From an optimization exercise on the open Yosys and OpenROAD flow, aimed at small area; shortcuts taken in it are not production practice. In this exercise RTL edits were held to simulation tests only and were not proved equivalent to the original. Power and IR drop assume default switching activity.

== rev 12 ==
Design imu_frame_sync, start of the top module:
module imu_frame_sync (
    input  wire         clk,
    input  wire         rst,
    input  wire         in_valid,
    input  wire [7:0]   in_data,
    output wire         in_ready,
    output wire         out_valid,
    input  wire         out_ready,
    output wire [287:0] out_frame,
    output wire [15:0]  status_raw,
    output wire [23:0]  gyro_x_raw,
    output wire [23:0]  gyro_y_raw,
    output wire [23:0]  gyro_z_raw,
    output wire [23:0]  acc_x_raw,
    output wire [23:0]  acc_y_raw,
    output wire [23:0]  acc_z_raw,
    output wire [23:0]  acc_hg_x_raw,
    output wire [15:0]  temp_raw,
    output wire [7:0]   sw_version,
    output wire [7:0]   frame_counter,
    output wire [15:0]  checksum_raw,
    output wire         high_g_sensor_in_all_axes,
    output wire         acc_x_ok,
    output wire         acc_y_ok,
    output wire         acc_z_ok,
    output wire         gyro_x_ok,
    output wire         gyro_y_ok,
    output wire         gyro_z_ok,
    output wire         sync_signal_exists,
    output wire         normal_mode,
    output wire         bit_mode,
    output wire         fault_mode,
    output wire         gyro_ranges_ok,
    output wire [23:0]  gyro_x_s,
    output wire [23:0]  gyro_y_s,
    output wire [23:0]  gyro_z_s,
    output wire [23:0]  acc_x_s,
    output wire [23:0]  acc_y_s,
    output wire [24:0]  acc_z_s,
    output wire [23:0]  acc_hg_x_s,
    output wire [15:0]  temp_tenths,
    output wire         desync_evt,
    output wire [15:0]  desync_count
);
    frame_sync u_sync (
        .clk          (clk),
        .rst          (rst),
        .in_valid     (in_valid),
        .in_data      (in_data),
        .in_ready     (in_ready),
        .out_valid    (out_valid),
        .out_ready    (out_ready),
        .out_frame    (out_frame),
        .desync_evt   (desync_evt),
        .desync_count (desync_count)
    );
    field_decode u_fields (
        .frame         (out_frame),
        .status_raw    (status_raw),
        .gyro_x_raw    (gyro_x_raw),
        .gyro_y_raw    (gyro_y_raw),
        .gyro_z_raw    (gyro_z_raw),
        .acc_x_raw     (acc_x_raw),
        .acc_y_raw     (acc_y_raw),
        .acc_z_raw     (acc_z_raw),
        .acc_hg_x_raw  (acc_hg_x_raw),
  ...
clock: 5.0 ns
lec_check: 0
cap_margin: 0
core_area: 5 5 155 155
die_area: 0 0 160 160
slew_margin: 0
buffer_ports_args: -buffer_cell sky130_fd_sc_hd__buf_1
place_pins_args: -min_distance 1 -min_distance_in_tracks
cts_args: -sink_clustering_enable -repair_clock_nets -dont_use_dummy_load -buf_list {sky130_fd_sc_hd__clkbuf_8} -sink_clustering_size 20 -sink_clustering_max_diameter 60
skip_repair_tie_fanout: 1
standard.sh (not shown) runs the stock make flow with config.mk's settings and CLKGATE_MAP_FILE= SYNTH_SCRIPT=/design/flow/synth_recipe.tcl, a recipe that flattens the netlist after the stock synthesis.
==> flow/flow/run.sh <==
#!/bin/bash
# Standard layout, with these changes: ports are buffered with the smallest
# buffer (buf_1) instead of clkdlybuf4s50_1; pins may sit one track apart so
# the die can be small and the placement compact; CTS uses clkbuf_8 with
# larger sink clusters and no dummy loads. Each ORFS step keeps its own log
# under orfs/logs; make's full output goes to make.log.
set -euo pipefail
cat >> config.mk <<'EOF'
export BUFFER_PORTS_ARGS = -buffer_cell sky130_fd_sc_hd__buf_1
export PLACE_PINS_ARGS = -min_distance 1 -min_distance_in_tracks
export CTS_ARGS = -sink_clustering_enable -repair_clock_nets -dont_use_dummy_load -buf_list {sky130_fd_sc_hd__clkbuf_8} -sink_clustering_size 20 -sink_clustering_max_diameter 60
export SKIP_REPAIR_TIE_FANOUT = 1
EOF
bash standard.sh > make.log 2>&1
#### Input delta (rev 13 over rev 12)
- SLEW_MARGIN now 20, was 0
- CTS_ARGS now -sink_clustering_enable -repair_clock_nets -dont_use_dummy_load -buf_list {sky130_fd_sc_hd__clkbuf_8} -sink_clustering_size 15 -sink_clustering_max_diameter 60, was -sink_clustering_enable -repair_clock_nets -dont_use_dummy_load -buf_list {sky130_fd_sc_hd__clkbuf_8} -sink_clustering_size 20 -sink_clustering_max_diameter 60
- RECOVER_POWER now 100, previously not set
- SKIP_REPAIR_TIE_FANOUT no longer set, was 1
- ABC_AREA now 1, previously not set
- CAP_MARGIN now 20, was 0
-- flow/flow/run.sh --
<<< rev 12, line 9
export BUFFER_PORTS_ARGS = -buffer_cell sky130_fd_sc_hd__buf_1
export PLACE_PINS_ARGS = -min_distance 1 -min_distance_in_tracks
export CTS_ARGS = -sink_clustering_enable -repair_clock_nets -dont_use_dummy_load -buf_list {sky130_fd_sc_hd__clkbuf_8} -sink_clustering_size 20 -sink_clustering_max_diameter 60
export SKIP_REPAIR_TIE_FANOUT = 1
EOF
bash standard.sh > make.log 2>&1
>>> rev 13, line 9
export BUFFER_PORTS_ARGS = -buffer_cell sky130_fd_sc_hd__buf_1
export PLACE_PINS_ARGS = -min_distance 1 -min_distance_in_tracks
export CTS_ARGS = -sink_clustering_enable -repair_clock_nets -dont_use_dummy_load -buf_list {sky130_fd_sc_hd__clkbuf_8} -sink_clustering_size 15 -sink_clustering_max_diameter 60
export RECOVER_POWER = 100
EOF
bash standard.sh > make.log 2>&1
--- outcome ---
Rev 13 ran in full, but the layout does not pass; the checks complain about capacitance limit, slew limit. Start point of the critical path = u_sync.body_q[196]$_DFFE_PN_: rev 12; start point of the critical path = in_valid: rev 13. Synthesized cell area (lower): rev 12. Any difference in ratio of total power to cell area between rev 12 and rev 13 is small enough to ignore. In rev 13 the final standard cell count with taps included and fillers excluded turned out 112 higher than in rev 12.

port drivers added, routing unchanged:
No port has a modelled driver above. Below, the same layouts with a new extraction and two added sets of constraints. Step 1: set_driving_cell puts a clkbuf_16 on clk and a buf_2 on each other input, an assumption about the parent block. Step 2 also shifts input and output timing later by t, the mid clock arrival at the registers, as if the neighbouring blocks saw the same clock. Three values: no drivers, after step 1, after step 2; two values: the first two.
run	t, ns	setup slack, ns	worst data-port slew with drivers (ns)
rev 12	0.549	1.824 / 1.783 / 1.977	0.04
rev 13	0.556	1.447 / 1.466 / 0.910	0.06
For rev 13, which loses most, drivers alone change the setup slack by +0.019 ns; drivers and shift together by -0.537 ns.
